Source: an optimization exercise on an open RTL-to-GDS flow (aim: small area and a short achievable clock period). Production flows keep margins and buffers that such runs may drop. Where RTL was checked, it was by simulation tests only, not by an equivalence proof against the original. No functional check of the RTL was part of runs 1 to 5. Power and IR drop assume default switching activity.

==> flow/design.v <==
module cia402_gpn (
  input  wire gh,
  input  wire ph,
  input  wire gl,
  input  wire pl,
  output wire gn,
  output wire pn
);
  assign gn = !(gh | (ph & gl));
  assign pn = !(ph & pl);
endmodule
module cia402_gpp (
  input  wire ghn,
  input  wire phn,
  input  wire gln,
  input  wire pln,
  output wire g,
  output wire p
);
  assign g = !(ghn & (phn | gln));
  assign p = !(phn | pln);
endmodule
module cia402_gp1 (
  input  wire ah,
  input  wire bh,
  input  wire al,
  input  wire bl,
  output wire gn,
  output wire pn
);
  assign gn = !((ah & bh) | ((ah | bh) & al & bl));
  assign pn = !((ah | bh) & (al | bl));
endmodule
module cia402_gp1c (
  input  wire ah,
  input  wire bh,
  input  wire c,
  output wire gn
);
  assign gn = !((ah & bh) | ((ah | bh) & c));
endmodule
module cia402_add #(parameter W = 33, parameter CI = 1) (
  input  wire [W-1:0] a,
  input  wire [W-1:0] b,
  output wire [W-1:0] s,
  output wire [W-1:0] co
);
  function integer cl2;
    input integer x;
    integer v;
    begin
      cl2 = 0;
      v = 1;
      while (v < x) begin
        v = v * 2;
        cl2 = cl2 + 1;
      end
    end
  endfunction
  localparam L = cl2(W);
  wire [(L+1)*W-1:0] g;
  wire [(L+1)*W-1:0] p;
  wire g0 = CI ? (a[0] | b[0]) : (a[0] & b[0]);
  genvar l, i;
  generate
    for (l = 0; l <= L; l = l + 1) begin : z
      assign g[l*W] = g0;
      assign p[l*W] = 1'b0;
    end
    for (i = 1; i < W; i = i + 1) begin : l1
      if (i == 1) begin : c
        cia402_gp1c u (.ah(a[1]), .bh(b[1]), .c(g0), .gn(g[W+1]));
        assign p[W+1] = 1'b0;
      end else begin : n
        cia402_gp1 u (.ah(a[i]), .bh(b[i]), .al(a[i-1]), .bl(b[i-1]),
                      .gn(g[W+i]), .pn(p[W+i]));
      end
    end
    for (l = 2; l <= L; l = l + 1) begin : lvl
      for (i = 1; i < W; i = i + 1) begin : col
        if (i >= (1 << (l - 1))) begin : node
          localparam integer J  = i - (1 << (l - 1));
          localparam integer NJ = (J == 0) ? 0 :
                                  ((cl2(J + 1) < l - 1) ? cl2(J + 1) : l - 1);
          wire gl = ((NJ % 2) == ((l - 1) % 2)) ? g[(l-1)*W+J] : !g[(l-1)*W+J];
          wire pl = ((NJ % 2) == ((l - 1) % 2)) ? p[(l-1)*W+J] : !p[(l-1)*W+J];
          if (((l - 1) % 2) == 0) begin : n
            cia402_gpn u (.gh(g[(l-1)*W+i]), .ph(p[(l-1)*W+i]), .gl(gl), .pl(pl),
                          .gn(g[l*W+i]), .pn(p[l*W+i]));
          end else begin : pp
            cia402_gpp u (.ghn(g[(l-1)*W+i]), .phn(p[(l-1)*W+i]), .gln(gl), .pln(pl),
                          .g(g[l*W+i]), .p(p[l*W+i]));
          end
        end else begin : pass
          assign g[l*W+i] = g[(l-1)*W+i];
          assign p[l*W+i] = p[(l-1)*W+i];
        end
      end
    end
    for (i = 0; i < W; i = i + 1) begin : cout
      if (i == 0) begin : c0
        assign co[0] = CI;
      end else begin : ck
        localparam integer NI = (i == 1) ? 0 : ((cl2(i) < L) ? cl2(i) : L);
        assign co[i] = ((NI % 2) == 0) ? g[L*W+i-1] : !g[L*W+i-1];
      end
    end
  endgenerate
  wire [W-1:0] h = a ^ b;
  generate
    for (i = 0; i < W; i = i + 1) begin : sum
      cia402_x2 u (.a(h[i]), .b(co[i]), .y(s[i]));
    end
  endgenerate
endmodule
module cia402_x2 (
  input  wire a,
  input  wire b,
  output wire y
);
  assign y = a ^ b;
endmodule
module cia402_dec (
  input  wire [15:0] s,
  output wire [2:0]  code,
  output wire        f_known,
  output wire        f_open,
  output wire        f_cw7,
  output wire        f_cw3,
  output wire        f_cw21,
  output wire        f_cw0
);
  wire fault = (s == 16'h1208);
  wire sod   = (s == 16'h1250);
  wire rtso  = (s == 16'h1231);
  wire swon  = (s == 16'h1233);
  wire open  = (s == 16'h1237) || (s == 16'h1637);
  assign code    = fault ? 3'd1 : sod ? 3'd2 : rtso ? 3'd3 : swon ? 3'd4 :
                   open ? 3'd5 : 3'd0;
  assign f_known = fault || sod || rtso || swon || open;
  assign f_open  = open;
  assign f_cw7   = fault;
  assign f_cw3   = swon || open;
  assign f_cw21  = sod || rtso || swon || open;
  assign f_cw0   = rtso || swon || open;
endmodule
module cia402_sel (
  input  wire nrst,
  input  wire a,
  input  wire x,
  input  wire k,
  input  wire r,
  output wire y
);
  assign y = nrst && ((a && x) || (!(a && k) && r));
endmodule
module cia402_near (
  input  wire [9:0] h,
  input  wire [5:0] c,
  input  wire [8:5] a,
  input  wire [8:5] b,
  input  wire       z,
  input  wire       o,
  input  wire       s,
  input  wire       q,
  output wire       y
);
  wire [4:0] d = h[4:0] ^ c[4:0];
  wire lo_zero = (c[5] == h[5]) && (&(h[9:6] ~^ (a[8:5] | b[8:5])));
  wire lo_ones = (c[5] != h[5]) && (&(h[9:6] ^ (a[8:5] & b[8:5])));
  wire ge1001 = lo_ones && (d[4] || (d[3] && (d[2] || d[1] || d[0])));
  wire ge24   = !lo_zero || (d[4] && d[3]);
  wire near   = (z && !ge1001) || (o && ge24);
  assign y = (s && !near) || q;
endmodule
module cia402_keep (
  input  wire nrst,
  input  wire x1,
  input  wire x2,
  input  wire e,
  output wire y
);
  assign y = nrst && !x2 && !(x1 && e);
endmodule
module cia402_fsm (
  input  wire         clk,
  input  wire         rst,
  input  wire         start,
  input  wire         operational,
  input  wire         stop_req,
  input  wire [31:0]  cfg_target_vel,
  input  wire [7:0]   cfg_mode,
  input  wire [15:0]  cfg_max_torque,
  output wire         ex_req,
  input  wire         ex_valid,
  input  wire         ex_resp_fresh,
  input  wire [127:0] ex_in,
  input  wire [15:0]  ex_wkc,
  output wire [127:0] ex_out,
  output wire [2:0]   phase,
  output wire         exit_code,
  output wire [2:0]   dstate,
  output wire [32:0]  delta,
  output wire         delta_valid,
  output wire         moving,
  output wire         enable_evt,
  output wire [31:0]  enable_pos,
  output wire         report_valid,
  output wire [63:0]  report_cycle,
  output wire [15:0]  report_status,
  output wire [15:0]  report_control,
  output wire [31:0]  report_position,
  output wire [32:0]  report_delta,
  output wire [35:0]  report_rpm,
  output wire [31:0]  report_velocity,
  output wire [7:0]   report_mode,
  output wire [15:0]  report_wkc
);
  localparam [2:0] PH_IDLE   = 3'd0;
  localparam [2:0] PH_RUN    = 3'd1;
  localparam [2:0] PH_DRAIN  = 3'd2;
  localparam [2:0] PH_HALTED = 3'd3;
  localparam [2:0] PH_FAILED = 3'd4;
  reg [2:0]   phase_q;
  reg         run_flag;
  reg         ex_req_q;        
  reg         run_act_q;       
  reg         drain_q;         
  reg [63:0]  cnt;             
  reg [6:0]   c125;            
  reg [31:0]  start_pos;
  reg         motor_enabled;
  reg [15:0]  wkc;
  reg         cw7, cw3, cw21, cw0;    
  reg         tv_on;           
  reg         cfg_on;          
  reg [31:0]  out_tv;
  reg [15:0]  out_mt;
  reg [7:0]   out_mode;
  reg [15:0]  in_sw;           
  reg [2:0]   in_ds;           
  reg [31:0]  in_pos;          
  reg [31:0]  in_vel;          
  reg [7:0]   in_mode;         
  reg [32:0]  delta_q;         
  reg         moving_q;
  reg [35:1]  rpm_q;           
  reg         enable_evt_q;
  reg         report_q;
  wire in_idle  = (phase_q == PH_IDLE);
  wire in_run   = (phase_q == PH_RUN);
  wire do_start = in_idle && start && operational;
  wire do_sfail = in_idle && start && !operational;
  wire do_cycle = run_act_q && ex_valid;
  wire do_stop  = in_run && !run_flag;
  wire do_drain = drain_q && ex_valid;
  wire do_exch  = ex_req_q && ex_valid;
  wire take_in  = ex_req_q && ex_valid && ex_resp_fresh;
  wire last_drain = (cnt[5:0] == 6'd49);
  wire do_halt  = do_drain && last_drain;
  wire [2:0] ex_ds;
  wire ex_known, ex_open, ex_cw7, ex_cw3, ex_cw21, ex_cw0;
  cia402_dec u_dec (.s(ex_in[15:0]), .code(ex_ds), .f_known(ex_known), .f_open(ex_open),
                    .f_cw7(ex_cw7), .f_cw3(ex_cw3), .f_cw21(ex_cw21), .f_cw0(ex_cw0));
  wire q_known = (in_ds != 3'd0);
  wire q_open  = (in_ds == 3'd5);
  wire q_cw7   = (in_ds == 3'd1);
  wire q_cw3   = (in_ds == 3'd4) || (in_ds == 3'd5);
  wire q_cw21  = q_known && !q_cw7;
  wire q_cw0   = (in_ds == 3'd3) || q_cw3;
  wire ds_open  = ex_resp_fresh ? ex_open : q_open;
  wire do_latch = do_cycle && ds_open && !motor_enabled;
  wire rep_hit  = (cnt[1:0] == 2'd3) && (c125 == 7'd124);
  wire cyc_f  = do_cycle && ex_resp_fresh;
  wire cyc_h  = do_cycle && !ex_resp_fresh && q_known;
  wire clr_cw = do_stop || do_drain;
  wire tv_on_next, cw7_nx, cw3_nx, cw21_nx, cw0_nx;
  cia402_sel u_tv  (.nrst(!rst), .a(cyc_f), .x(ex_open), .k(ex_known),
                    .r(cyc_h ? q_open : (!clr_cw && tv_on)), .y(tv_on_next));
  cia402_sel u_cw7 (.nrst(!rst), .a(cyc_f), .x(ex_cw7), .k(ex_known),
                    .r(cyc_h ? q_cw7 : (!clr_cw && cw7)), .y(cw7_nx));
  cia402_sel u_cw3 (.nrst(!rst), .a(cyc_f), .x(ex_cw3), .k(ex_known),
                    .r(cyc_h ? q_cw3 : (!clr_cw && cw3)), .y(cw3_nx));
  cia402_sel u_cw21 (.nrst(!rst), .a(cyc_f), .x(ex_cw21), .k(ex_known),
                     .r(cyc_h ? q_cw21 : (!clr_cw && cw21)), .y(cw21_nx));
  cia402_sel u_cw0 (.nrst(!rst), .a(cyc_f), .x(ex_cw0), .k(ex_known),
                    .r(cyc_h ? q_cw0 : (!clr_cw && cw0)), .y(cw0_nx));
  wire cfg_on_next = !rst && (cfg_on || do_cycle || do_stop || do_drain);
  wire [31:0] ex_pos  = ex_in[47:16];
  wire [31:0] ex_vel  = ex_in[79:48];
  wire [31:0] sp_eff = start_pos & {32{motor_enabled}};
  wire [32:0] dA = {ex_pos[31], ex_pos};
  wire [32:0] dB = ~{sp_eff[31], sp_eff};
  wire [32:0] ex_delta;
  wire [32:0] dC;
  cia402_add #(.W(33), .CI(1)) u_delta (.a(dA), .b(dB), .s(ex_delta), .co(dC));
  wire [35:0] ex_rpm;
  wire [35:0] rC;
  cia402_add #(.W(36), .CI(1)) u_rpm (.a({ex_vel, 4'd0}), .b(~{{4{ex_vel[31]}}, ex_vel}),
                                       .s(ex_rpm), .co(rC));
  wire [32:0] dH = dA ^ dB;
  wire [32:0] dO = dA | dB;
  wire [32:0] dN = dA & dB;
  wire hi_zero = (dC[10] == dH[10]) && (&(dH[32:11] ~^ dO[31:10]));
  wire hi_ones = (dC[10] != dH[10]) && (&(dH[32:11] ^ dN[31:10]));
  wire keep_delta;
  cia402_keep u_keep (.nrst(!rst), .x1(do_cycle && !motor_enabled && ex_resp_fresh),
                      .x2(do_cycle && !motor_enabled && !ex_resp_fresh && q_open),
                      .e(ex_open), .y(keep_delta));
  wire moving_nx;
  cia402_near u_near (.h(dH[9:0]), .c(dC[5:0]), .a(dA[8:5]), .b(dB[8:5]),
                      .z(hi_zero), .o(hi_ones),
                      .s(keep_delta && take_in && motor_enabled),
                      .q(keep_delta && !take_in && moving_q), .y(moving_nx));
  wire run_next   = rst || (run_flag && !stop_req);
  wire run_act_nx = !rst && !stop_req && (run_act_q || (do_start && run_flag));
  wire drain_nx   = !rst && (do_stop || (drain_q && !do_halt));
  wire [2:0] phase_next = rst      ? PH_IDLE   :
                          do_start ? PH_RUN    :
                          do_sfail ? PH_FAILED :
                          do_stop  ? PH_DRAIN  :
                          do_halt  ? PH_HALTED : phase_q;
  always @(posedge clk) begin
    phase_q   <= phase_next;
    run_flag  <= run_next;
    ex_req_q  <= run_act_nx || drain_nx;
    run_act_q <= run_act_nx;
    drain_q   <= drain_nx;
    tv_on     <= tv_on_next;
    cfg_on    <= cfg_on_next;
    out_tv    <= cfg_target_vel & {32{tv_on_next}};
    out_mt    <= cfg_max_torque & {16{cfg_on_next}};
    out_mode  <= cfg_mode & {8{cfg_on_next}};
    delta_q   <= {33{keep_delta}} & (take_in ? ex_delta : delta_q);
    moving_q  <= moving_nx;
    cw7       <= cw7_nx;
    cw3       <= cw3_nx;
    cw21      <= cw21_nx;
    cw0       <= cw0_nx;
    if (rst) begin
      start_pos     <= 32'd0;
      motor_enabled <= 1'b0;
      in_sw         <= 16'd0;
      in_ds         <= 3'd0;
      in_pos        <= 32'd0;
      in_vel        <= 32'd0;
      in_mode       <= 8'd0;
      rpm_q         <= 35'd0;
      enable_evt_q  <= 1'b0;
      report_q      <= 1'b0;
    end else begin
      enable_evt_q <= do_latch;
      report_q     <= do_cycle && rep_hit;
      if (take_in) begin
        in_sw   <= ex_in[15:0];
        in_ds   <= ex_ds;
        in_pos  <= ex_pos;
        in_vel  <= ex_vel;
        in_mode <= ex_in[119:112];
        rpm_q   <= ex_rpm[35:1];
      end
      if (!motor_enabled)
        start_pos <= take_in ? ex_pos : in_pos;
      if (do_latch)
        motor_enabled <= 1'b1;
    end
  end
  wire [63:0] cnt_inc;
  genvar k;
  generate
    for (k = 0; k < 64; k = k + 1) begin : incb
      if (k == 0) begin : b0
        assign cnt_inc[k] = !cnt[0];
      end else begin : bk
        assign cnt_inc[k] = cnt[k] ^ (&cnt[k-1:0]);
      end
    end
  endgenerate
  always @(posedge clk) begin
    if (in_idle || do_stop)
      cnt <= 64'd0;
    else if (do_exch)
      cnt <= cnt_inc;
    if (in_idle)
      c125 <= 7'd0;
    else if (do_cycle && cnt[1:0] == 2'd3)
      c125 <= (c125 == 7'd124) ? 7'd0 : c125 + 7'd1;
    if (do_exch)
      wkc <= ex_wkc;
  end
  wire [15:0] cw = {8'd0, cw7, 3'd0, cw3, cw21, cw21, cw0};
  assign ex_req      = ex_req_q;
  assign ex_out      = {8'd0, out_mode, out_mt, 16'd0, out_tv, 32'd0, cw};
  assign phase       = phase_q;
  assign exit_code   = phase_q[2];
  assign dstate      = in_ds;
  assign delta       = delta_q;
  assign delta_valid = motor_enabled;
  assign moving      = moving_q;
  assign enable_evt  = enable_evt_q;
  assign enable_pos  = in_pos;
  assign report_valid    = report_q;
  assign report_cycle    = cnt;
  assign report_status   = in_sw;
  assign report_control  = cw;
  assign report_position = in_pos;
  assign report_delta    = delta_q;
  assign report_rpm      = {rpm_q, in_vel[0]};
  assign report_velocity = in_vel;
  assign report_mode     = in_mode;
  assign report_wkc      = wkc;
endmodule
==> flow/flow/run.sh <==
#!/bin/bash
# The standard layout (standard.sh: the standard flow's synthesis, floorplan, place, CTS, route), with the
# port buffers that placement inserts on every input and output made from the small
# sky130_fd_sc_hd__buf_1 instead of the default pick; repair may still resize them.
set -euo pipefail
bash standard.sh 'BUFFER_PORTS_ARGS=-buffer_cell sky130_fd_sc_hd__buf_1' finish > standard_flow.log 2>&1
==> flow/standard.sh <==
#!/bin/bash
# synth_recipe.tcl (not shown) runs the flow's synth.tcl, then flattens the netlist and writes it again
# the make line also repeats each setting of config.mk as NAME=value (left out here)
make -C /OpenROAD-flow-scripts/flow DESIGN_CONFIG=/design/flow/config.mk WORK_HOME=/design/flow/orfs CLKGATE_MAP_FILE= SYNTH_SCRIPT=/design/flow/synth_recipe.tcl "${@:-finish}"
==> flow/config.mk <==
export PLATFORM = sky130hd
export DESIGN_NAME = cia402_fsm
export DESIGN_NICKNAME = cia402_fsm
export VERILOG_FILES = /design/flow/design.v
export SDC_FILE = /design/flow/constraint.sdc
export NUM_CORES = 4
export LEC_CHECK = 0
export CAP_MARGIN = 20
export CORE_MARGIN = 2
export CORE_UTILIZATION = 40
export SETUP_SLACK_MARGIN = 5
export SLEW_MARGIN = 20
export SYNTH_HIERARCHICAL = 1
export SYNTH_MINIMUM_KEEP_SIZE = 0
==> flow/constraint.sdc <==
create_clock -name core_clock -period 8.0 [get_ports {clk}]
set_input_delay 1.6000 -clock core_clock [delete_from_list [all_inputs] [get_ports {clk}]]
set_output_delay 1.6000 -clock core_clock [all_outputs]
set_load 0.01 [all_outputs]
==> out/summary.txt, run 1 <==
Post-route clock period utilization: 39.3%
Post-DP HPWL: 51000 um
# setup viols final: 0
Power Dens Cells: 171 nW/um2
Input/output buffers: 546
Register area: 7190 um2
DRT Wirelength: 68300 um
Avg Inst Size Synth: 7.97 um2
DIE WIDTH: 233 um
Routed wire per std cell: 17.8 um
Core Footprint: 51500 um2
Initial antenna violation count: 2
Setup WS pre-CTS: 3470 ps
CTS tree: done
Vias per cell: 5.17
Sink Count: 351
Final-layout fill cell count: 5168
# rows: 83
Finished Layout Cells: 3845
Ant. Diodes: 0
Startpoint types: primary input
Area of the multi-input gates: 12600 um2
CP Capture Type: flip-flop
First-pass GRT wire length: 101000 um
Status: no timing/DRC/antenna violations
Final Net Count: 3399
Hold Crit Class: reg -> reg
Pins over their slew limit: 0
Minimum clock period: 3140 ps
P&R area growth vs syn: 21.2%
Clk Latency, worst-skew pair: 570 ps
VDD IR max: 131 uV
TritonCTS buffer count: 41
Final Hold Viols: 0
DRC errors left: 0
DR vias: 19900
CP max FO: 12
Initial Util: 40.7%
Die height: 233 um
Crit Path Category: in -> reg
IO Count: 665
Drt first pass iters: 7
Largest net degree at the start of global routing: 83
Mapped cell area: 21000 um2
Dpl cells: 3728
Fin worst setup slack: 4860 ps
Reg clk slew, reported paths: 60 ps
Setup TNS Final: 0 ps
Post-DRT Antenna Nets: 0
H-tree depth: 2
Max Root-Sink Buffers: 3
Slew margin rel.: 40.5%
Root Buffer: clkbuf_16
Post-CTS Hold Buffers: 0
Hold Slack: 454 ps
GRT Overall Usage: 23.7%
CP arrival: 3600 ps
Slew @ Worst Pin: 892 ps
GR Overflow Total: 0
Number of global-route vias before repair: 18300
Die area: 54200 um2
RSZ-0062 raised after global routing: true
Initial DRC Count: 1401
Syn Inst Count: 2629
Max-cap viol count: 0
Synthesis Warnings: 7
Share of layout cells above drive strength 1: 16.4%
Worst clock skew: 14.5 ps
Leakage: 9.35 nW
Fmax: 318 MHz
RePlAce Congestion: 0.929
Final core utilization: 49.3%
Worst EP required: 8460 ps
worst paths after layout:
| path | slack [ps] | endpoint | cells past startpoint | from |
|---|---|---|---|---|
| min reg2reg | 450 | rpm_q[14]$_SDFFE_PP0P_ | 2 | rpm_q[14]$_SDFFE_PP0P_ |
| max reg2reg | 5120 | moving_q$_DFF_P_ | 12 | motor_enabled$_SDFFE_PP0P_ |
| max | 4860 | moving_q$_DFF_P_ | 11 | ex_in[21] |
| min | 450 | rpm_q[14]$_SDFFE_PP0P_ | 2 | rpm_q[14]$_SDFFE_PP0P_ |
power by group:
part           total (mW)  leakage (nW)  switching (mW)  internal, mW
Sequential           1.80          2.85          0.0144          1.78
Combinational       0.615          5.81           0.406         0.210
Clock                1.94         0.688           0.777          1.16
Total                4.35          9.35            1.20          3.16
layout make-up:
type	instances	area share, %
Timing Repair inverter	2	0.0591
Inverter	148	2.32
Clock buffer	55	4.61
Tap cell	680	3.35
Clock inverter	18	0.916
Timing Repair Buffer	600	10.8
Sequential cell	351	28.3
Multi-Input combinational cell	1991	49.6
metrics by stage:
| step | instance area [um2] | power, mW |
|---|---|---|
| 2_1_floorplan | 21400 | 2.23 |
| 3_3_place_gp | 23000 | 2.39 |
| 3_5_place_dp | 23000 | 2.39 |
| 4_1_cts | 24900 | 4.37 |
| 5_1_grt | 25400 | 4.53 |
| 6_report | 25400 | 4.35 |
placed cells by master, fill, tap and decap left out, types with 9 or more instances in the layout:
master      instances
o2bb2ai_1          10
o22ai_1            40
nand3_1            19
xor2_1            180
nor4_1             12
edfxtp_1           16
a21oi_2            94
nor2_1            143
or3_1              24
dfxtp_1           333
conb_1            101
nand4_1            40
and3_1             16
o22ai_2            26
or2_1              63
a31oi_1            64
a21oi_1           227
a22o_1             24
nor3_1             12
buf_4              53
inv_2              15
buf_2              46
buf_1             477
a21boi_0           33
inv_1             122
nor2_2             13
buf_6               9
nand2_1           449
xnor2_1            48
o21ai_2           114
o21ai_0            28
clkinvlp_4          9
ha_1               55
clkbuf_16          42
and2_1             64
routing by layer:
metal,share of wire (%),GRT usage (%),routed length [um]
met2,49,40.3,33500
met5,0.032,0,22
met3,5.8,4.40,3990
met1,42,30.1,28900
met4,2.8,7.32,1950
worst max-delay path, cell delays in order:
cell	delay (ps)
buf_4	160
o22ai_2	110
nor2_1	250
nand2_1	160
o21ai_4	260
xnor2_4	110
nor4_1	180
nand4_1	170
nor3_4	220
nor2b_1	80
o32a_1	280
sequential cells by signal, indices dropped and copies added (netlist names), 3 cells and up:
register and cells:
in_ds 3, out_tv 32, rpm_q 35, phase_q 3, out_mode 8, wkc 16
in_pos 32, out_mt 16, in_vel 32, cnt 64, delta_q 33, c125 7
start_pos 32, in_sw 16, in_mode 8
timing repair:
item                                   4_1_cts  5_1_grt
setup endpoints to repair                  290       75
endpoints found under the hold margin        0        0
pin swaps                                    8       18
gates cloned                                 4        2
setup buffers                               16       22
resized for setup                          127       92
==> run 2: changes to the inputs <==
--- a/flow/config.mk
+++ b/flow/config.mk
@@ -6,4 +6,5 @@
 export NUM_CORES = 4
 export LEC_CHECK = 0
+export ABC_AREA = 1
 export CAP_MARGIN = 20
 export CORE_MARGIN = 2
==> run 2 against run 1 <==
  * Still clean
  * Design area is 12% higher
  * Via count is 20% higher
  * Sequential share of layout area is 3.1 points lower
  * Largest cell class unchanged
  * Largest power group unchanged
  * Highest routed layer is now met4
==> out/summary.txt, run 2 <==
Startpoint types: primary input
VDD IR max: 149 uV (+14%)
Sw frac: 29.0% (+1.5 points)
Die height: 250 um (+7.2%)
Post-DRT Antenna Nets: 0 (unchanged)
Post-route clock period utilization: 37.7% (-1.6 points)
Status: no timing/DRC/antenna violations
Met3 Resource Use GR: 3.95% (-0.45 points)
Slew margin rel.: 51.5% (+11 points)
CP max FO: 7 (-5)
Setup TNS Final: 0 ps (unchanged)
CP Capture Type: flip-flop
Crit Path Category: in -> reg
Final Hold Viols: 0 (unchanged)
Int Pwr: 3.27 mW (+3.5%)
Initial Util: 40.2% (-0.49 points)
CP arrival: 3500 ps (-100 ps)
M2 GR Usage: 40.1% (-0.23 points)
IO Count: 665 (unchanged)
Avg Inst Size Synth: 6.07 um2 (-24%)
DRC errors left: 0 (unchanged)
Syn Inst Count: 3973 (+51%)
Fmax: 332 MHz (+4.3%)
GR Overflow Total: 0 (unchanged)
Power Dens Cells: 161 nW/um2 (-5.9%)
Reg clk slew, reported paths: 60 ps (about the same)
CTS tree: done
Hold path start: cnt[23]$_SDFFE_PP0P_
R2R setup slack: 5180 ps (+60 ps)
Initial antenna violation count: 2 (unchanged)
Most flops, register: cnt
Drt first pass iters: 6 (-1)
Largest regs: cnt (64), rpm_q (35), delta_q (33)
Worst clock skew: 25.1 ps (+10.7 ps)
Routed wire per std cell: 14.4 um (-19%)
RePlAce Congestion: 0.920 (-1.0%)
Clk Latency, worst-skew pair: 600 ps (+30 ps)
Leakage: 16.0 nW (+71%)
Switching pwr: 1.34 mW (+12%)
Root Buffer: clkbuf_16
Minimum clock period: 3010 ps (-128 ps)
TritonCTS buffer count: 42 (+2.4%)
Vias per cell: 4.50 (-13%)
First-pass GRT wire length: 115000 um (+14%)
Synthesis Warnings: 7 (unchanged)
Post-DP HPWL: 57600 um (+13%)
Mapped cell area: 24100 um2 (+15%)
Die area: 62300 um2 (+15%)
# setup viols final: 0 (unchanged)
Input/output buffers: 546 (unchanged)
Largest net degree at the start of global routing: 89 (+7.2%)
GRT Overall Usage: 23.2% (-0.41 points)
Number of global-route vias before repair: 20900 (+15%)
Clk pwr share: 45.6% (+1.0 points)
Reg power frac: 39.2% (-2.1 points)
Worst EP required: 8490 ps (+30 ps)
Sink Count: 351 (unchanged)
P&R area growth vs syn: 18.2%
Hold Slack: 462 ps (+7.76 ps)
Final Net Count: 4734 (+39%)
DIE WIDTH: 250 um (+7.2%)
Commonest cells after routing, fill and taps aside: 1192 x nand2_1, 846 x inv_1, 507 x buf_1, 373 x nor2_1, 334 x dfxtp_1
Share of layout cells above drive strength 1: 12.8% (-3.6 points)
Global Route met1 Usage: 29.3% (-0.81 points)
DRT Wirelength: 76000 um (+11%)
Gate power share: 15.2% (+1.1 points)
Hold Crit Class: reg -> reg
Busiest grt layer: met2
Most common cell after layout, fill and taps aside: nand2_1
Final core utilization: 47.5% (-1.8 points)
RSZ-0062 raised after global routing: true
Max Root-Sink Buffers: 3 (unchanged)
DR vias: 23800 (+20%)
Core Footprint: 60000 um2 (+17%)
Slew @ Worst Pin: 728 ps (-164 ps)
Max-cap viol count: 0 (unchanged)
Pins over their slew limit: 0 (unchanged)
FF-to-FF Start: motor_enabled$_SDFFE_PP0P_
Critical path origin: ex_in[68]
Max reg flops: 64 (unchanged)
Initial DRC Count: 1321 (-5.7%)
# rows: 90 (+8.4%)
H-tree depth: 2 (unchanged)
## run 2: critical path, stage by stage
cell	delay, ps
buf_1	320
inv_1	100
nand2_2	80
nand2_1	170
nor2_4	200
nand2_1	110
nor2_1	200
nand2_1	100
o21ai_2	230
inv_1	70
nand2_1	60
nand2_1	80
nor2_1	120
nor2_1	60
## run 2: path summary, 6_finish.rpt
| kind | to | cells after the start |
|---|---|---|
| worst max register to register | moving_q$_DFF_P_ | 17 |
| worst max-delay path | rpm_q[33]$_SDFFE_PP0P_ | 14 |
| worst min register to register | cnt[23]$_SDFFE_PP0P_ | 2 |
| worst min-delay path | cnt[23]$_SDFFE_PP0P_ | 2 |
## run 2: final cells by class
| cell class | count | area, um2 |
|---|---|---|
| timing repair inverter | 2 | 15.0 |
| clock inverter | 15 | 255 |
| multi-input combinational | 2591 | 12700 |
| timing repair buffer | 597 | 2710 |
| tap | 782 | 978 |
| fill | 6490 | 31500 |
| antenna | 2 | 5.00 |
| sequential | 351 | 7190 |
| clock buffer | 61 | 1280 |
| inverter | 885 | 3340 |
## run 2: layer usage
layer | wire length [um] | part of all wire (%) | vias up
met5 | 0 | 0 | -
met1 | 33900 | 45 | 10500
met4 | 2360 | 3.1 | 0
met2 | 35700 | 47 | 591
met3 | 4090 | 5.4 | 110
li1 | - | - | 12600
## run 2: what timing repair did
action                     CTS  global route
cloned                       2             4
hold buffers                 0             0
setup buffers               10            25
gates resized for setup     40           157
pin swaps                    3            18
setup endpoints to repair  216           115
## run 2: power groups by stage
stage	logic, mW	registers, mW	clock network, mW
after floorplan	0.481	1.85	0
after global placement	0.651	1.84	0
after detailed placement	0.658	1.84	0
after CTS	0.670	1.80	2.15
after global routing	0.790	1.81	2.22
final	0.700	1.80	2.10
## run 2: metrics by stage
step	worst slack (ps)	instances	cell area [um2]	power, mW
floorplan	4820	4071	24600	2.33
global placement	3460	5167	26100	2.49
detailed placement	3420	5167	26100	2.50
CTS	4920	5255	28000	4.62
global route	4890	5286	28500	4.82
finish	4990	5286	28500	4.60
==> run 3: changes to the inputs <==
--- a/flow/design.v
+++ b/flow/design.v
@@ -21,28 +21,12 @@
   assign p = !(phn | pln);
 endmodule
-module cia402_gp1 (
-  input  wire ah,
-  input  wire bh,
-  input  wire al,
-  input  wire bl,
-  output wire gn,
-  output wire pn
-);
-  assign gn = !((ah & bh) | ((ah | bh) & al & bl));
-  assign pn = !((ah | bh) & (al | bl));
-endmodule
-module cia402_gp1c (
-  input  wire ah,
-  input  wire bh,
-  input  wire c,
-  output wire gn
-);
-  assign gn = !((ah & bh) | ((ah | bh) & c));
-endmodule
 module cia402_add #(parameter W = 33, parameter CI = 1) (
   input  wire [W-1:0] a,
   input  wire [W-1:0] b,
   output wire [W-1:0] s,
-  output wire [W-1:0] co
+  output wire [W-1:0] co,
+  output wire [W-1:0] h,
+  output wire [W-1:0] g0,
+  output wire [W-1:0] t0
 );
   function integer cl2;
@@ -59,23 +43,16 @@
   endfunction
   localparam L = cl2(W);
+  assign h  = a ^ b;
+  assign g0 = a & b;
+  assign t0 = a | b;
   wire [(L+1)*W-1:0] g;
   wire [(L+1)*W-1:0] p;
-  wire g0 = CI ? (a[0] | b[0]) : (a[0] & b[0]);
+  assign g[W-1:0] = {g0[W-1:1], CI ? t0[0] : g0[0]};
+  assign p[W-1:0] = {t0[W-1:1], 1'b0};
   genvar l, i;
   generate
-    for (l = 0; l <= L; l = l + 1) begin : z
-      assign g[l*W] = g0;
+    for (l = 1; l <= L; l = l + 1) begin : lvl
+      assign g[l*W] = g[0];
       assign p[l*W] = 1'b0;
-    end
-    for (i = 1; i < W; i = i + 1) begin : l1
-      if (i == 1) begin : c
-        cia402_gp1c u (.ah(a[1]), .bh(b[1]), .c(g0), .gn(g[W+1]));
-        assign p[W+1] = 1'b0;
-      end else begin : n
-        cia402_gp1 u (.ah(a[i]), .bh(b[i]), .al(a[i-1]), .bl(b[i-1]),
-                      .gn(g[W+i]), .pn(p[W+i]));
-      end
-    end
-    for (l = 2; l <= L; l = l + 1) begin : lvl
       for (i = 1; i < W; i = i + 1) begin : col
         if (i >= (1 << (l - 1))) begin : node
@@ -102,11 +79,8 @@
         assign co[0] = CI;
       end else begin : ck
-        localparam integer NI = (i == 1) ? 0 : ((cl2(i) < L) ? cl2(i) : L);
+        localparam integer NI = (cl2(i) < L) ? cl2(i) : L;
         assign co[i] = ((NI % 2) == 0) ? g[L*W+i-1] : !g[L*W+i-1];
       end
     end
-  endgenerate
-  wire [W-1:0] h = a ^ b;
-  generate
     for (i = 0; i < W; i = i + 1) begin : sum
       cia402_x2 u (.a(h[i]), .b(co[i]), .y(s[i]));
@@ -158,6 +132,6 @@
   input  wire [9:0] h,
   input  wire [5:0] c,
-  input  wire [8:5] a,
-  input  wire [8:5] b,
+  input  wire [8:5] t,
+  input  wire [8:5] n,
   input  wire       z,
   input  wire       o,
@@ -167,6 +141,6 @@
 );
   wire [4:0] d = h[4:0] ^ c[4:0];
-  wire lo_zero = (c[5] == h[5]) && (&(h[9:6] ~^ (a[8:5] | b[8:5])));
-  wire lo_ones = (c[5] != h[5]) && (&(h[9:6] ^ (a[8:5] & b[8:5])));
+  wire lo_zero = (c[5] == h[5]) && (&(h[9:6] ~^ t[8:5]));
+  wire lo_ones = (c[5] != h[5]) && (&(h[9:6] ^ n[8:5]));
   wire ge1001 = lo_ones && (d[4] || (d[3] && (d[2] || d[1] || d[0])));
   wire ge24   = !lo_zero || (d[4] && d[3]);
@@ -292,14 +266,10 @@
   wire [32:0] dA = {ex_pos[31], ex_pos};
   wire [32:0] dB = ~{sp_eff[31], sp_eff};
-  wire [32:0] ex_delta;
-  wire [32:0] dC;
-  cia402_add #(.W(33), .CI(1)) u_delta (.a(dA), .b(dB), .s(ex_delta), .co(dC));
-  wire [35:0] ex_rpm;
-  wire [35:0] rC;
+  wire [32:0] ex_delta, dC, dH, dO, dN;
+  cia402_add #(.W(33), .CI(1)) u_delta (.a(dA), .b(dB), .s(ex_delta), .co(dC),
+                                        .h(dH), .g0(dN), .t0(dO));
+  wire [35:0] ex_rpm, rC, rH, rG, rT;
   cia402_add #(.W(36), .CI(1)) u_rpm (.a({ex_vel, 4'd0}), .b(~{{4{ex_vel[31]}}, ex_vel}),
-                                       .s(ex_rpm), .co(rC));
-  wire [32:0] dH = dA ^ dB;
-  wire [32:0] dO = dA | dB;
-  wire [32:0] dN = dA & dB;
+                                       .s(ex_rpm), .co(rC), .h(rH), .g0(rG), .t0(rT));
   wire hi_zero = (dC[10] == dH[10]) && (&(dH[32:11] ~^ dO[31:10]));
   wire hi_ones = (dC[10] != dH[10]) && (&(dH[32:11] ^ dN[31:10]));
@@ -309,5 +279,5 @@
                       .e(ex_open), .y(keep_delta));
   wire moving_nx;
-  cia402_near u_near (.h(dH[9:0]), .c(dC[5:0]), .a(dA[8:5]), .b(dB[8:5]),
+  cia402_near u_near (.h(dH[9:0]), .c(dC[5:0]), .t(dO[8:5]), .n(dN[8:5]),
                       .z(hi_zero), .o(hi_ones),
                       .s(keep_delta && take_in && motor_enabled),
--- a/flow/config.mk
+++ b/flow/config.mk
@@ -6,5 +6,4 @@
 export NUM_CORES = 4
 export LEC_CHECK = 0
-export ABC_AREA = 1
 export CAP_MARGIN = 20
 export CORE_MARGIN = 2
==> run 3 against run 2 <==
  * Highest routed layer unchanged
  * Worst setup slack lost 210 ps
  * Clock power shrank about 10%
  * Wire length shrank 13%
  * Largest cell class unchanged
==> out/summary.txt, run 3 <==
Initial antenna violation count: 1 (-1)
Worst EP required: 8450 ps (-40 ps)
Post-DRT Antenna Nets: 0 (unchanged)
CP max FO: 3 (-4)
Most common cell after layout, fill and taps aside: buf_1
Pins over their slew limit: 0 (unchanged)
Die area: 56300 um2 (-9.6%)
GRT Overall Usage: 22.4% (-0.84 points)
Post-DP HPWL: 49800 um (-14%)
DR vias: 18900 (-21%)
H-tree depth: 2 (unchanged)
Commonest cells after routing, fill and taps aside: 504 x buf_1, 428 x nand2_1, 330 x dfxtp_1, 266 x inv_1, 142 x a21oi_2
Post-route clock period utilization: 40.3% (+2.6 points)
Most flops, register: cnt
RSZ-0062 raised after global routing: true
Slew @ Worst Pin: 992 ps (+264 ps)
Worst clock skew: 21.0 ps (-4.16 ps)
Synthesis Warnings: 7 (unchanged)
CTS tree: done
DIE WIDTH: 237 um (-4.9%)
DRT Wirelength: 66300 um (-13%)
Max Root-Sink Buffers: 3 (unchanged)
Status: no timing/DRC/antenna violations
Leakage: 10.2 nW (-36%)
Fin area: 26000 um2 (-8.8%)
DRC errors left: 0 (unchanged)
Final Net Count: 3489 (-26%)
Startpoint types: primary input
Initial DRC Count: 885 (-33%)
Mapped cell area: 21800 um2 (-9.8%)
CP Capture Type: flip-flop
Number of global-route vias before repair: 17300 (-17%)
Reg clk slew, reported paths: 60 ps (about the same)
DP Area: 23500 um2 (-10%)
Hold Slack: 452 ps (-9.28 ps)
Root Buffer: clkbuf_16
P&R area growth vs syn: 19.5%
Max reg flops: 64 (unchanged)
Core Footprint: 53800 um2 (-10%)
Setup TNS Final: 0 ps (unchanged)
TritonCTS buffer count: 41 (-2.4%)
Minimum clock period: 3220 ps (+208 ps)
Post-CTS Hold Buffers: 0 (unchanged)
Vias per cell: 4.89 (+8.6%)
VDD IR max: 166 uV (+11%)
Syn Inst Count: 2713 (-32%)
Initial Util: 40.5% (+0.25 points)
Input/output buffers: 546 (unchanged)
Final Hold Viols: 0 (unchanged)
Largest regs: cnt (64), rpm_q (35), delta_q (33)
CP arrival: 3670 ps (+170 ps)
Dpl cells: 3749 (-27%)
# setup viols final: 0 (unchanged)
Drt first pass iters: 7 (+1)
Slew margin rel.: 33.9% (-18 points)
Share of layout cells above drive strength 1: 19.2% (+6.4 points)
Crit Path Category: in -> reg
Final core utilization: 48.3% (+0.79 points)
RePlAce Congestion: 0.937 (+1.9%)
Routed wire per std cell: 17.2 um (+19%)
Sink Count: 351 (unchanged)
Die height: 237 um (-4.9%)
Max-cap viol count: 0 (unchanged)
Power Dens Cells: 164 nW/um2 (+1.9%)
GR Overflow Total: 0 (unchanged)
IO Count: 665 (unchanged)
Clk Latency, worst-skew pair: 570 ps (-30 ps)
Finished Layout Cells: 3864 (-27%)
Avg Inst Size Synth: 8.02 um2 (+32%)
First-pass GRT wire length: 99400 um (-14%)
Fmax: 310 MHz (-6.4%)
Hold Crit Class: reg -> reg
# rows: 85 (-5.6%)
Largest net degree at the start of global routing: 91 (+2.2%)
Ant. Diodes: 0 (-2)
-- run 3: critical path: stages --
cell       delay, ps
buf_6            110
ha_2             220
a21oi_4          150
o21ai_2          100
a21oi_2          210
o21ai_4          100
xor2_2           220
nand4_1          190
nor4_4           460
o22ai_2          160
a2bb2oi_2        140
-- run 3: area by class of cell --
| class | count | area [um2] |
|---|---|---|
| Tap cell | 696 | 871 |
| Multi-Input combinational cell | 1849 | 12800 |
| Clock inverter | 15 | 185 |
| Fill cell | 5435 | 27800 |
| Timing Repair Buffer | 595 | 2680 |
| Sequential cell | 351 | 7200 |
| Timing Repair inverter | 1 | 7.51 |
| Clock buffer | 59 | 1150 |
| Inverter | 298 | 1160 |
-- run 3: what timing repair did --
item                       CTS  global route
setup endpoints to repair  214           107
cloned                       4             2
pin swaps                   21            42
buffers inserted            15            20
gates resized for setup     66           160
-- run 3: path summary, 6_finish.rpt --
| kind | from | endpoint | slack (ps) | cells after the start |
|---|---|---|---|---|
| worst max-delay path | ex_in[19] | moving_q$_DFF_P_ | 4780 | 11 |
| worst min-delay path | in_sw[10]$_SDFFE_PP0P_ | in_sw[10]$_SDFFE_PP0P_ | 450 | 2 |
| worst max register to register | motor_enabled$_SDFFE_PP0P_ | moving_q$_DFF_P_ | 5130 | 11 |
| worst min register to register | in_sw[10]$_SDFFE_PP0P_ | in_sw[10]$_SDFFE_PP0P_ | 450 | 2 |
-- run 3: layer usage --
| layer | global-route usage (%) | vias up | share of wire (%) |
|---|---|---|---|
| li1 | - | 9347 | - |
| met1 | 29.5 | 8877 | 45 |
| met2 | 36.7 | 569 | 46 |
| met3 | 5.17 | 95 | 6.6 |
| met4 | 6.27 | 0 | 2.6 |
| met5 | 0 | - | 0 |
-- run 3: stage by stage --
step           setup WS, ps  power [mW]
5_1_grt                4690        4.46
6_report               4780        4.28
4_1_cts                4910        4.31
2_1_floorplan          4690        2.26
3_3_place_gp           3710        2.39
3_5_place_dp           3740        2.39
-- run 3: power breakdown --
group / switching [mW] / internal (mW)
logic: 0.392 / 0.202
registers: 0.0144 / 1.78
clock network: 0.776 / 1.11
==> run 4: changes to the inputs <==
--- a/flow/design.v
+++ b/flow/design.v
@@ -129,4 +129,37 @@
   assign y = nrst && ((a && x) || (!(a && k) && r));
 endmodule
+module cia402_run (
+  input  wire c,
+  input  wire h,
+  input  wire zb,
+  input  wire ob,
+  output wire zero,
+  output wire ones
+);
+  assign zero = (c == h) && zb;
+  assign ones = (c != h) && ob;
+endmodule
+module cia402_ge (
+  input  wire [4:0] d,
+  input  wire       lz,
+  input  wire       lo,
+  output wire       ge1001,
+  output wire       ge24
+);
+  assign ge1001 = lo && (d[4] || (d[3] && (d[2] || d[1] || d[0])));
+  assign ge24   = !lz || (d[4] && d[3]);
+endmodule
+module cia402_mv (
+  input  wire z,
+  input  wire o,
+  input  wire ge1001,
+  input  wire ge24,
+  input  wire s,
+  input  wire q,
+  output wire y
+);
+  wire near = (z && !ge1001) || (o && ge24);
+  assign y = (s && !near) || q;
+endmodule
 module cia402_near (
   input  wire [9:0] h,
@@ -140,11 +173,16 @@
   output wire       y
 );
-  wire [4:0] d = h[4:0] ^ c[4:0];
-  wire lo_zero = (c[5] == h[5]) && (&(h[9:6] ~^ t[8:5]));
-  wire lo_ones = (c[5] != h[5]) && (&(h[9:6] ^ n[8:5]));
-  wire ge1001 = lo_ones && (d[4] || (d[3] && (d[2] || d[1] || d[0])));
-  wire ge24   = !lo_zero || (d[4] && d[3]);
-  wire near   = (z && !ge1001) || (o && ge24);
-  assign y = (s && !near) || q;
+  wire [4:0] d;
+  genvar i;
+  generate
+    for (i = 0; i < 5; i = i + 1) begin : dl
+      cia402_x2 u (.a(h[i]), .b(c[i]), .y(d[i]));
+    end
+  endgenerate
+  wire lz, lo, ge1001, ge24;
+  cia402_run u_run (.c(c[5]), .h(h[5]), .zb(&(h[9:6] ~^ t[8:5])), .ob(&(h[9:6] ^ n[8:5])),
+                    .zero(lz), .ones(lo));
+  cia402_ge u_ge (.d(d), .lz(lz), .lo(lo), .ge1001(ge1001), .ge24(ge24));
+  cia402_mv u_mv (.z(z), .o(o), .ge1001(ge1001), .ge24(ge24), .s(s), .q(q), .y(y));
 endmodule
 module cia402_keep (
@@ -157,4 +195,10 @@
   assign y = nrst && !x2 && !(x1 && e);
 endmodule
+module cia402_inc #(parameter W = 64) (
+  input  wire [W-1:0] a,
+  output wire [W-1:0] y
+);
+  assign y = a + 1'b1;
+endmodule
 module cia402_fsm (
   input  wire         clk,
@@ -272,6 +316,7 @@
   cia402_add #(.W(36), .CI(1)) u_rpm (.a({ex_vel, 4'd0}), .b(~{{4{ex_vel[31]}}, ex_vel}),
                                        .s(ex_rpm), .co(rC), .h(rH), .g0(rG), .t0(rT));
-  wire hi_zero = (dC[10] == dH[10]) && (&(dH[32:11] ~^ dO[31:10]));
-  wire hi_ones = (dC[10] != dH[10]) && (&(dH[32:11] ^ dN[31:10]));
+  wire hi_zero, hi_ones;
+  cia402_run u_hi (.c(dC[10]), .h(dH[10]), .zb(&(dH[32:11] ~^ dO[31:10])),
+                   .ob(&(dH[32:11] ^ dN[31:10])), .zero(hi_zero), .ones(hi_ones));
   wire keep_delta;
   cia402_keep u_keep (.nrst(!rst), .x1(do_cycle && !motor_enabled && ex_resp_fresh),
@@ -330,6 +375,6 @@
         rpm_q   <= ex_rpm[35:1];
       end
-      if (!motor_enabled)
-        start_pos <= take_in ? ex_pos : in_pos;
+      if (take_in && !motor_enabled)
+        start_pos <= ex_pos;
       if (do_latch)
         motor_enabled <= 1'b1;
@@ -337,14 +382,5 @@
   end
   wire [63:0] cnt_inc;
-  genvar k;
-  generate
-    for (k = 0; k < 64; k = k + 1) begin : incb
-      if (k == 0) begin : b0
-        assign cnt_inc[k] = !cnt[0];
-      end else begin : bk
-        assign cnt_inc[k] = cnt[k] ^ (&cnt[k-1:0]);
-      end
-    end
-  endgenerate
+  cia402_inc #(.W(64)) u_inc (.a(cnt), .y(cnt_inc));
   always @(posedge clk) begin
     if (in_idle || do_stop)
==> run 4 against run 3 <==
  * Still clean
  * Count of clock-buffer cells in the layout shrank 1
  * Sequential share of layout area shrank 0.63 points
  * Sequential power is essentially flat
  * Clock power grew 6%
==> out/summary.txt, run 4 <==
Status: no timing/DRC/antenna violations
# rows: 87 (+2.4%)
Post-DP HPWL: 50400 um (+1.2%)
Crit Path Category: in -> reg
# setup viols final: 0 (unchanged)
Avg Inst Size Synth: 7.74 um2 (-3.5%)
Most common cell after layout, fill and taps aside: nand2_1
CTS tree: done
Worst EP required: 8460 ps (about the same)
Hold Slack: 452 ps (-0.972 ps)
Max reg flops: 64 (unchanged)
Clk Latency, worst-skew pair: 580 ps (about the same)
Slew @ Worst Pin: 767 ps (-225 ps)
Die height: 241 um (+1.8%)
DRT Wirelength: 66800 um (+0.62%)
Syn Inst Count: 2914 (+7.4%)
IO Count: 665 (unchanged)
Fmax: 331 MHz (+6.8%)
Largest regs: cnt (64), rpm_q (35), delta_q (33)
Number of global-route vias before repair: 18100 (+4.5%)
GR Overflow Total: 0 (unchanged)
Largest net degree at the start of global routing: 65 (-29%)
Pins over their slew limit: 0 (unchanged)
Mapped cell area: 22600 um2 (+3.6%)
CP arrival: 3480 ps (-190 ps)
First-pass GRT wire length: 100000 um (+1.0%)
Max-cap viol count: 0 (unchanged)
Leakage: 10.4 nW (+1.4%)
Power Dens Cells: 166 nW/um2 (+0.73%)
Initial antenna violation count: 3 (+2)
Share of layout cells above drive strength 1: 19.2% (about the same)
Core Footprint: 56100 um2 (+4.2%)
H-tree depth: 2 (unchanged)
Routed wire per std cell: 16.3 um (-5.0%)
Final-layout fill cell count: 5678 (+4.5%)
Root Buffer: clkbuf_16
Synthesis Warnings: 7 (unchanged)
Reg clk slew, reported paths: 60 ps (about the same)
DIE WIDTH: 241 um (+1.8%)
P&R area growth vs syn: 17.8%
DRC errors left: 0 (unchanged)
Post-DRT Antenna Nets: 0 (unchanged)
Setup TNS Final: 0 ps (unchanged)
Commonest cells after routing, fill and taps aside: 673 x nand2_1, 487 x buf_1, 334 x dfxtp_1, 271 x inv_1, 227 x a21oi_1
Slew margin rel.: 48.9% (+15 points)
Final Net Count: 3649 (+4.6%)
RSZ-0062 raised after global routing: true
Post-route clock period utilization: 37.7% (-2.5 points)
TritonCTS buffer count: 42 (+2.4%)
Minimum clock period: 3020 ps (-204 ps)
Die area: 58300 um2 (+3.6%)
Drt first pass iters: 5 (-2)
RePlAce Congestion: 0.933 (-0.49%)
Worst clock skew: 16.3 ps (-4.65 ps)
Sink Count: 351 (unchanged)
Input/output buffers: 546 (unchanged)
Hold Crit Class: reg -> reg
Final Hold Viols: 0 (unchanged)
DR vias: 19400 (+2.7%)
Vias per cell: 4.74 (-3.1%)
GRT Overall Usage: 21.9% (-0.46 points)
CP max FO: 4 (+1)
Initial DRC Count: 1015 (+15%)
CP Capture Type: flip-flop
Most flops, register: cnt
VDD IR max: 156 uV (-5.9%)
Startpoint types: primary input
Initial Util: 40.2% (-0.21 points)
Max Root-Sink Buffers: 3 (unchanged)
run 4: metal layers:
metal  vias up  wire length (um)  part of all wire [%]  track usage (%)
met1      8954             28000                    42             26.9
met5         -                22                 0.033                0
li1       9815                 -                     -                -
met4         4              2200                   3.3             7.67
met2       517             32600                    49             38.2
met3       108              3850                   5.8             4.47
run 4: area by class of cell:
cell class	instances	area [um2]	share of cell area, %
diodes	2	5.00	0.0188
clock buffers	58	1200	4.52
clock inverters	19	248	0.932
inverters	301	1160	4.36
multi-input cells	2036	13500	50.8
flip-flops and latches	351	7190	27.0
well taps	756	946	3.56
repair buffers	571	2330	8.77
run 4: repair_timing:
item	CTS	global route
cloned	2	0
hold buffers	0	0
gates resized for setup	83	142
pin swaps	18	32
setup endpoints to repair	214	76
setup buffers	3	9
run 4: critical path, cell delays in order:
cell and delay (ps):
buf_2 120, inv_1 50, ha_1 350, xor2_1 330, nand4_1 230, nor4_4 380, and2_1 180, nand2_1 50
a31o_1 190
run 4: power breakdown:
| group | switching (mW) | leakage (nW) | internal (mW) |
|---|---|---|---|
| sequential | 0.0151 | 2.85 | 1.79 |
| combinational | 0.410 | 6.82 | 0.202 |
| clock | 0.800 | 0.716 | 1.19 |
| total | 1.23 | 10.4 | 3.18 |
run 4: per-stage QoR:
| stage | area, um2 | worst slack [ps] | power, mW | utilization [%] | cells |
|---|---|---|---|---|---|
| floorplan | 23100 | 4870 | 2.28 | - | 2999 |
| global placement | 24200 | 3920 | 2.41 | 43.1 | 4001 |
| detailed placement | 24200 | 3900 | 2.41 | 43.1 | 4001 |
| CTS | 26000 | 4890 | 4.43 | 46.5 | 4083 |
| global route | 26600 | 4910 | 4.58 | 47.4 | 4093 |
| finish | 26600 | 4980 | 4.40 | 47.4 | 4094 |
run 4: final timing paths:
path              slack (ps)  cells after the start                       start                      end
setup / recovery        4980                      9                   ex_in[28]         moving_q$_DFF_P_
hold / removal           450                      2     in_vel[26]$_SDFFE_PP0P_  in_vel[26]$_SDFFE_PP0P_
setup reg to reg        5280                     14  motor_enabled$_SDFFE_PP0P_      delta_q[22]$_DFF_P_
hold reg to reg          450                      2     in_vel[26]$_SDFFE_PP0P_  in_vel[26]$_SDFFE_PP0P_
==> run 5: changes to the inputs <==
--- a/flow/design.v
+++ b/flow/design.v
@@ -21,12 +21,28 @@
   assign p = !(phn | pln);
 endmodule
+module cia402_gp1 (
+  input  wire ah,
+  input  wire bh,
+  input  wire al,
+  input  wire bl,
+  output wire gn,
+  output wire pn
+);
+  assign gn = !((ah & bh) | ((ah | bh) & al & bl));
+  assign pn = !((ah | bh) & (al | bl));
+endmodule
+module cia402_gp1c (
+  input  wire ah,
+  input  wire bh,
+  input  wire c,
+  output wire gn
+);
+  assign gn = !((ah & bh) | ((ah | bh) & c));
+endmodule
 module cia402_add #(parameter W = 33, parameter CI = 1) (
   input  wire [W-1:0] a,
   input  wire [W-1:0] b,
   output wire [W-1:0] s,
-  output wire [W-1:0] co,
-  output wire [W-1:0] h,
-  output wire [W-1:0] g0,
-  output wire [W-1:0] t0
+  output wire [W-1:0] co
 );
   function integer cl2;
@@ -43,16 +59,23 @@
   endfunction
   localparam L = cl2(W);
-  assign h  = a ^ b;
-  assign g0 = a & b;
-  assign t0 = a | b;
   wire [(L+1)*W-1:0] g;
   wire [(L+1)*W-1:0] p;
-  assign g[W-1:0] = {g0[W-1:1], CI ? t0[0] : g0[0]};
-  assign p[W-1:0] = {t0[W-1:1], 1'b0};
+  wire g0 = CI ? (a[0] | b[0]) : (a[0] & b[0]);
   genvar l, i;
   generate
-    for (l = 1; l <= L; l = l + 1) begin : lvl
-      assign g[l*W] = g[0];
+    for (l = 0; l <= L; l = l + 1) begin : z
+      assign g[l*W] = g0;
       assign p[l*W] = 1'b0;
+    end
+    for (i = 1; i < W; i = i + 1) begin : l1
+      if (i == 1) begin : c
+        cia402_gp1c u (.ah(a[1]), .bh(b[1]), .c(g0), .gn(g[W+1]));
+        assign p[W+1] = 1'b0;
+      end else begin : n
+        cia402_gp1 u (.ah(a[i]), .bh(b[i]), .al(a[i-1]), .bl(b[i-1]),
+                      .gn(g[W+i]), .pn(p[W+i]));
+      end
+    end
+    for (l = 2; l <= L; l = l + 1) begin : lvl
       for (i = 1; i < W; i = i + 1) begin : col
         if (i >= (1 << (l - 1))) begin : node
@@ -79,8 +102,11 @@
         assign co[0] = CI;
       end else begin : ck
-        localparam integer NI = (cl2(i) < L) ? cl2(i) : L;
+        localparam integer NI = (i == 1) ? 0 : ((cl2(i) < L) ? cl2(i) : L);
         assign co[i] = ((NI % 2) == 0) ? g[L*W+i-1] : !g[L*W+i-1];
       end
     end
+  endgenerate
+  wire [W-1:0] h = a ^ b;
+  generate
     for (i = 0; i < W; i = i + 1) begin : sum
       cia402_x2 u (.a(h[i]), .b(co[i]), .y(s[i]));
@@ -310,10 +336,12 @@
   wire [32:0] dA = {ex_pos[31], ex_pos};
   wire [32:0] dB = ~{sp_eff[31], sp_eff};
-  wire [32:0] ex_delta, dC, dH, dO, dN;
-  cia402_add #(.W(33), .CI(1)) u_delta (.a(dA), .b(dB), .s(ex_delta), .co(dC),
-                                        .h(dH), .g0(dN), .t0(dO));
-  wire [35:0] ex_rpm, rC, rH, rG, rT;
+  wire [32:0] ex_delta, dC;
+  cia402_add #(.W(33), .CI(1)) u_delta (.a(dA), .b(dB), .s(ex_delta), .co(dC));
+  wire [35:0] ex_rpm, rC;
   cia402_add #(.W(36), .CI(1)) u_rpm (.a({ex_vel, 4'd0}), .b(~{{4{ex_vel[31]}}, ex_vel}),
-                                       .s(ex_rpm), .co(rC), .h(rH), .g0(rG), .t0(rT));
+                                       .s(ex_rpm), .co(rC));
+  wire [32:0] dH = dA ^ dB;
+  wire [32:0] dO = dA | dB;
+  wire [32:0] dN = dA & dB;
   wire hi_zero, hi_ones;
   cia402_run u_hi (.c(dC[10]), .h(dH[10]), .zb(&(dH[32:11] ~^ dO[31:10])),
==> run 5 against run 4 <==
  * Global-route usage increased by 0.75 points
  * Still clean on timing, DRC and antenna
  * Total power decreased by 1.7%
  * Fmax is 1.7% lower
  * Synthesized cell count decreased by 2.7%
  * Wire length up 2.6%
  * Non-clock buffer count decreased by 7
  * Sequential share of layout area is 0.70 points higher
  * Sequential power about the same
  * Combinational power is 1% lower
  * Design area is 2.5% lower
  * Utilization up 0.56 points
  * Via count increased by 3.7%
==> out/summary.txt, run 5 <==
Status: no timing/DRC/antenna violations
VDD IR max: 132 uV (-15%)
Crit Path Category: in -> reg
Final Hold Viols: 0 (unchanged)
Input/output buffers: 546 (unchanged)
Clk Latency, worst-skew pair: 570 ps (about the same)
Power Dens Cells: 167 nW/um2 (+0.80%)
Finished Layout Cells: 4014 (-2.0%)
Hold Crit Class: reg -> reg
Share of layout cells above drive strength 1: 14.6% (-4.6 points)
Minimum clock period: 3070 ps (+53.6 ps)
Routed wire per std cell: 17.1 um (+4.6%)
DR vias: 20100 (+3.7%)
Hold Path End: in_vel[30]$_SDFFE_PP0P_
Final Net Count: 3551 (-2.7%)
Hold path start: in_vel[30]$_SDFFE_PP0P_
CP max FO: 11 (+7)
Slew margin rel.: 42.6% (-6.3 points)
RSZ-0062 raised after global routing: true
Worst R2R Path Depth: 11 (-3)
Max-cap viol count: 0 (unchanged)
Avg Inst Size Synth: 7.74 um2 (about the same)
Die height: 238 um (-1.3%)
Largest net degree at the start of global routing: 89 (+37%)
Root Buffer: clkbuf_16
Slew @ Worst Pin: 861 ps (+93.9 ps)
GRT Overall Usage: 22.7% (+0.75 points)
Vias per cell: 5.01 (+5.7%)
CP Capture Type: flip-flop
DIE WIDTH: 238 um (-1.3%)
Post-route clock period utilization: 38.4% (+0.67 points)
Post-CTS Hold Buffers: 0 (unchanged)
Leakage: 9.40 nW (-9.5%)
Mapped cell area: 22000 um2 (-2.7%)
Dpl cells: 3927 (-1.8%)
Commonest cells after routing, fill and taps aside: 650 x nand2_1, 479 x buf_1, 333 x dfxtp_1, 291 x a21oi_1, 195 x xor2_1
Drt first pass iters: 5 (unchanged)
Worst EP required: 8470 ps (about the same)
Die area: 56800 um2 (-2.7%)
H-tree depth: 2 (unchanged)
Post-DRT Antenna Nets: 0 (unchanged)
RePlAce Congestion: 0.915 (-1.8%)
P&R area growth vs syn: 18.1%
Initial antenna violation count: 2 (-1)
Hold Path Cell Cnt: 2 (unchanged)
FF-to-FF Start: motor_enabled$_SDFFE_PP0P_
Pins over their slew limit: 0 (unchanged)
Core Footprint: 54000 um2 (-3.6%)
# setup viols final: 0 (unchanged)
Syn Inst Count: 2835 (-2.7%)
R2R setup slack: 5230 ps (-50 ps)
Setup TNS Final: 0 ps (unchanged)
DRT Wirelength: 68500 um (+2.6%)
# rows: 85 (-2.3%)
Max Root-Sink Buffers: 3 (unchanged)
Synthesis Warnings: 7 (unchanged)
IO Count: 665 (unchanged)
Startpoint types: primary input
Largest regs: cnt (64), rpm_q (35), delta_q (33)
Post-DP HPWL: 48900 um (-3.0%)
TritonCTS buffer count: 41 (-2.4%)
Most flops, register: cnt
R2r endpoint: moving_q$_DFF_P_
Initial DRC Count: 1084 (+6.8%)
DRC errors left: 0 (unchanged)
Max reg flops: 64 (unchanged)
GR Overflow Total: 0 (unchanged)
Initial Util: 40.6% (+0.38 points)
Worst clock skew: 16.0 ps (-0.373 ps)
CP arrival: 3540 ps (+60 ps)
CTS tree: done
Sink Count: 351 (unchanged)
Fmax: 326 MHz (-1.7%)
Most common cell after layout, fill and taps aside: nand2_1
Number of global-route vias before repair: 18200 (+0.96%)
First-pass GRT wire length: 103000 um (+2.3%)
Reg clk slew, reported paths: 60 ps (about the same)
run 5: power breakdown:
| part | internal, mW | switching, mW |
|---|---|---|
| clock | 1.14 | 0.785 |
| combinational | 0.198 | 0.407 |
| sequential | 1.79 | 0.0161 |
run 5: through the flow:
stage	total power, mW	hold WS [ps]	utilization [%]	cell area [um2]	setup slack (ps)
after floorplan	2.26	436	-	22600	4920
after global placement	2.41	442	44.4	24000	3740
after detailed placement	2.41	446	44.4	24000	3740
after CTS	4.38	454	47.7	25800	5000
after global routing	4.52	472	48.0	25900	4860
final	4.33	452	48.0	25900	4930
run 5: routing by layer:
metal	share of wire (%)	GRT usage, %	wire length, um
met1	44	29.1	30000
met4	3.5	8.86	2400
met3	5.0	3.88	3450
met5	0	0	0
met2	48	38.0	32600
run 5: cell type report:
cell class,count,area (um2)
fill,5582,28100
multi-input combinational,2174,13400
sequential,351,7190
timing repair buffer,564,2440
clock buffer,55,1180
tap,696,871
inverter,154,597
clock inverter,18,205
timing repair inverter,1,7.51
antenna,1,2.50
run 5: worst max path at each step:
stage                   start                 endpoint  slack (ps)  depth (start not counted)
floorplan           ex_in[16]         moving_q$_DFF_P_        4920                         12
global placement     ex_valid  in_pos[22]$_SDFFE_PP0P_        3740                          5
detailed placement  ex_in[31]         moving_q$_DFF_P_        3740                         10
CTS                 ex_in[39]         moving_q$_DFF_P_        5000                         10
global route        ex_in[42]         moving_q$_DFF_P_        4860                         11
finish              ex_in[45]         moving_q$_DFF_P_        4930                         10
run 5: worst max-delay path, stage by stage:
cell	delay, ps
buf_6	140
inv_1	90
ha_4	260
xnor2_1	130
nor4_1	310
nand4_1	190
nor4_4	370
and2_4	210
nand2_1	50
a31o_1	190
run 5: timing repair:
| item | CTS | global route |
|---|---|---|
| gates resized for setup | 128 | 42 |
| buffers inserted | 4 | 2 |
| endpoints found under the setup margin | 189 | 194 |
| pin swaps | 14 | 10 |
| cloned | 6 | 1 |
==> run 6: changes to the inputs <==
--- a/flow/design.v
+++ b/flow/design.v
@@ -221,10 +221,4 @@
   assign y = nrst && !x2 && !(x1 && e);
 endmodule
-module cia402_inc #(parameter W = 64) (
-  input  wire [W-1:0] a,
-  output wire [W-1:0] y
-);
-  assign y = a + 1'b1;
-endmodule
 module cia402_fsm (
   input  wire         clk,
@@ -410,5 +404,14 @@
   end
   wire [63:0] cnt_inc;
-  cia402_inc #(.W(64)) u_inc (.a(cnt), .y(cnt_inc));
+  genvar k;
+  generate
+    for (k = 0; k < 64; k = k + 1) begin : incb
+      if (k == 0) begin : b0
+        assign cnt_inc[k] = !cnt[0];
+      end else begin : bk
+        assign cnt_inc[k] = cnt[k] ^ (&cnt[k-1:0]);
+      end
+    end
+  endgenerate
   always @(posedge clk) begin
     if (in_idle || do_stop)
--- a/flow/config.mk
+++ b/flow/config.mk
@@ -9,4 +9,5 @@
 export CORE_MARGIN = 2
 export CORE_UTILIZATION = 40
+export CTS_BUF_LIST = sky130_fd_sc_hd__clkbuf_4
 export SETUP_SLACK_MARGIN = 5
 export SLEW_MARGIN = 20
==> run 6 against run 5 <==
  * Still clean
  * Cell count up 0.50%
  * Non-clock buffer count up 47
  * Via count up 3.1%
  * Register-to-register slack worse by 110 ps
  * Sequential share of layout area up 0.23 points
  * Utilization up 3.9 points
  * Clock power down 15%
  * Flip-flop and latch count unchanged
  * Synthesized cell count down 4.0%
  * Total power down 7.4%
  * First-iteration DRC count down 15%
  * Sequential power about the same
  * Highest routed layer is now met5
==> out/summary.txt, run 6 <==
Most flops, register: cnt
Final Net Count: 3551 (unchanged)
Vias per cell: 5.14 (+2.6%)
Initial Util: 40.4% (-0.23 points)
Fin area: 27300 um2 (+5.1%)
Power Dens Cells: 147 nW/um2 (-12%)
H-tree depth: 3 (+1)
Max reg flops: 64 (unchanged)
Crit-path slowest cell: dfxtp_4
Syn Inst Count: 2722 (-4.0%)
Final-layout fill cell count: 5021 (-10%)
Setup crit end: delta_valid
Total Power: 4.01 mW (-7.4%)
Worst EP required: 6400 ps (-2070 ps)
DRC errors left: 0 (unchanged)
Max Root-Sink Buffers: 3 (unchanged)
DRT Wirelength: 70400 um (+2.8%)
CTS tree: done
GR Overflow Total: 0 (unchanged)
First-pass GRT wire length: 104000 um (+1.2%)
CP max stage delay: 430 ps (+60 ps)
P&R area growth vs syn: 28.4%
CP max FO: 6 (-5)
Share of layout cells above drive strength 1: 33.1% (+18 points)
Post-route clock period utilization: 37.8% (-0.58 points)
Largest net degree at the start of global routing: 97 (+9.0%)
Synthesis Warnings: 7 (unchanged)
Startpoint types: flip-flop
FF-to-FF Start: motor_enabled$_SDFFE_PP0P_
Stages on worst setup path: 1 (-9)
TritonCTS buffer count: 98 (+140%)
Root Buffer: clkbuf_4
Worst R2R Path Depth: 11 (unchanged)
Post-DRT Antenna Nets: 0 (unchanged)
Slew @ Worst Pin: 1060 ps (+200 ps)
Hold Crit Class: reg -> reg
Most common cell after layout, fill and taps aside: nand2_1
Setup TNS Final: 0 ps (unchanged)
Hold path start: in_vel[22]$_SDFFE_PP0P_
Sink Count: 351 (unchanged)
Max-cap viol count: 0 (unchanged)
Crit Path Category: reg -> out
Initial antenna violation count: 4 (+2)
Drt first pass iters: 5 (unchanged)
Final Hold Viols: 0 (unchanged)
Fmax: 331 MHz (+1.5%)
Die area: 54900 um2 (-3.2%)
Clk Latency, worst-skew pair: 860 ps (+290 ps)
Input/output buffers: 546 (unchanged)
IO Count: 665 (unchanged)
Core Footprint: 52600 um2 (-2.7%)
Buf/Inv on CP: 1 (-1)
Leakage: 11.0 nW (+17%)
DP Area: 23300 um2 (-2.6%)
Die height: 234 um (-1.6%)
Post-DP HPWL: 49800 um (+1.9%)
Routed wire per std cell: 17.5 um (+2.3%)
Delay-heaviest family, CP: flip-flops
Reg clk slew, reported paths: 60 ps (about the same)
R2R setup slack: 5120 ps (-110 ps)
Largest regs: cnt (64), rpm_q (35), delta_q (33)
Critical-path cell list: clkbuf_2
GRT Overall Usage: 23.9% (+1.2 points)
Worst clock skew: 76.4 ps (+60.5 ps)
Pins over their slew limit: 0 (unchanged)
Mapped cell area: 21200 um2 (-3.3%)
RSZ-0062 raised after global routing: true
CP arrival: 1420 ps (-2120 ps)
Number of global-route vias before repair: 19500 (+6.7%)
RePlAce Congestion: 0.925 (+1.1%)
Initial DRC Count: 924 (-15%)
Minimum clock period: 3020 ps (-46.6 ps)
# setup viols final: 0 (unchanged)
Post-CTS Hold Buffers: 0 (unchanged)
DR vias: 20700 (+3.1%)
# rows: 84 (-1.2%)
Critical path origin: motor_enabled$_SDFFE_PP0P_
R2r endpoint: moving_q$_DFF_P_
Avg Inst Size Synth: 7.80 um2 (+0.73%)
Final core utilization: 51.9% (+3.9 points)
Register area: 7620 um2 (+6.0%)
Status: no timing/DRC/antenna violations
CP Capture Type: primary output
Area of the multi-input gates: 12700 um2 (-5.4%)
Slew margin rel.: 29.2% (-13 points)
DIE WIDTH: 234 um (-1.6%)
VDD IR max: 171 uV (+30%)
Commonest cells after routing, fill and taps aside: 534 x nand2_1, 260 x a21oi_1, 186 x buf_6, 183 x xor2_1, 158 x nor2_1
-- run 6: final cells by class --
cell class / instances / share of cell area [%]
diodes: 2 / 0.0184
clock buffers: 141 / 3.88
clock inverters: 22 / 0.533
inverters: 156 / 2.18
multi-input cells: 2063 / 46.6
flip-flops and latches: 351 / 28.0
well taps: 688 / 3.16
repair buffers: 611 / 15.6
-- run 6: metal layers --
metal,share of wire [%],GRT usage [%],vias up
li1,-,-,10100
met5,0.018,0,-
met2,49,41.4,703
met1,41,28.5,9759
met3,6.0,5.46,179
met4,4.0,9.98,2
-- run 6: how the worst min path moves through the flow --
stage / end / slack (ps) / depth (start not counted)
floorplan: start_pos[12]$_SDFFE_PP0P_ / 440 / 2
global route: start_pos[28]$_SDFFE_PP0P_ / 470 / 2
finish: in_vel[22]$_SDFFE_PP0P_ / 450 / 2
detailed placement: start_pos[24]$_SDFFE_PP0P_ / 450 / 2
CTS: in_mode[2]$_SDFFE_PP0P_ / 450 / 2
global placement: in_vel[26]$_SDFFE_PP0P_ / 440 / 2
-- run 6: where the power goes --
| group | total [mW] | internal, mW | switching [mW] |
|---|---|---|---|
| logic | 0.598 | 0.204 | 0.394 |
| clock network | 1.63 | 0.839 | 0.794 |
| registers | 1.78 | 1.76 | 0.0145 |
-- run 6: through the flow --
step	worst slack, ps	hold slack (ps)	instances
5_1_grt	4870	473	4034
2_1_floorplan	4910	436	2821
4_1_cts	4830	450	4013
3_3_place_gp	3550	441	3811
6_report	4980	450	4034
3_5_place_dp	3470	447	3811
-- run 6: timing repair --
item,in CTS,in global routing
pin swaps,3,1
gates cloned,2,0
setup buffers,37,19
endpoints found under the setup margin,509,327
gates resized for setup,679,258

Re-timed with assumed drivers on the ports (clkbuf_16 on the clock, buf_2 on other inputs), run 6 has 4.916 ns of setup slack against 4.976 ns with ideal ports, and 4.123 ns once port delays also move by the mid clock arrival of 0.887 ns.
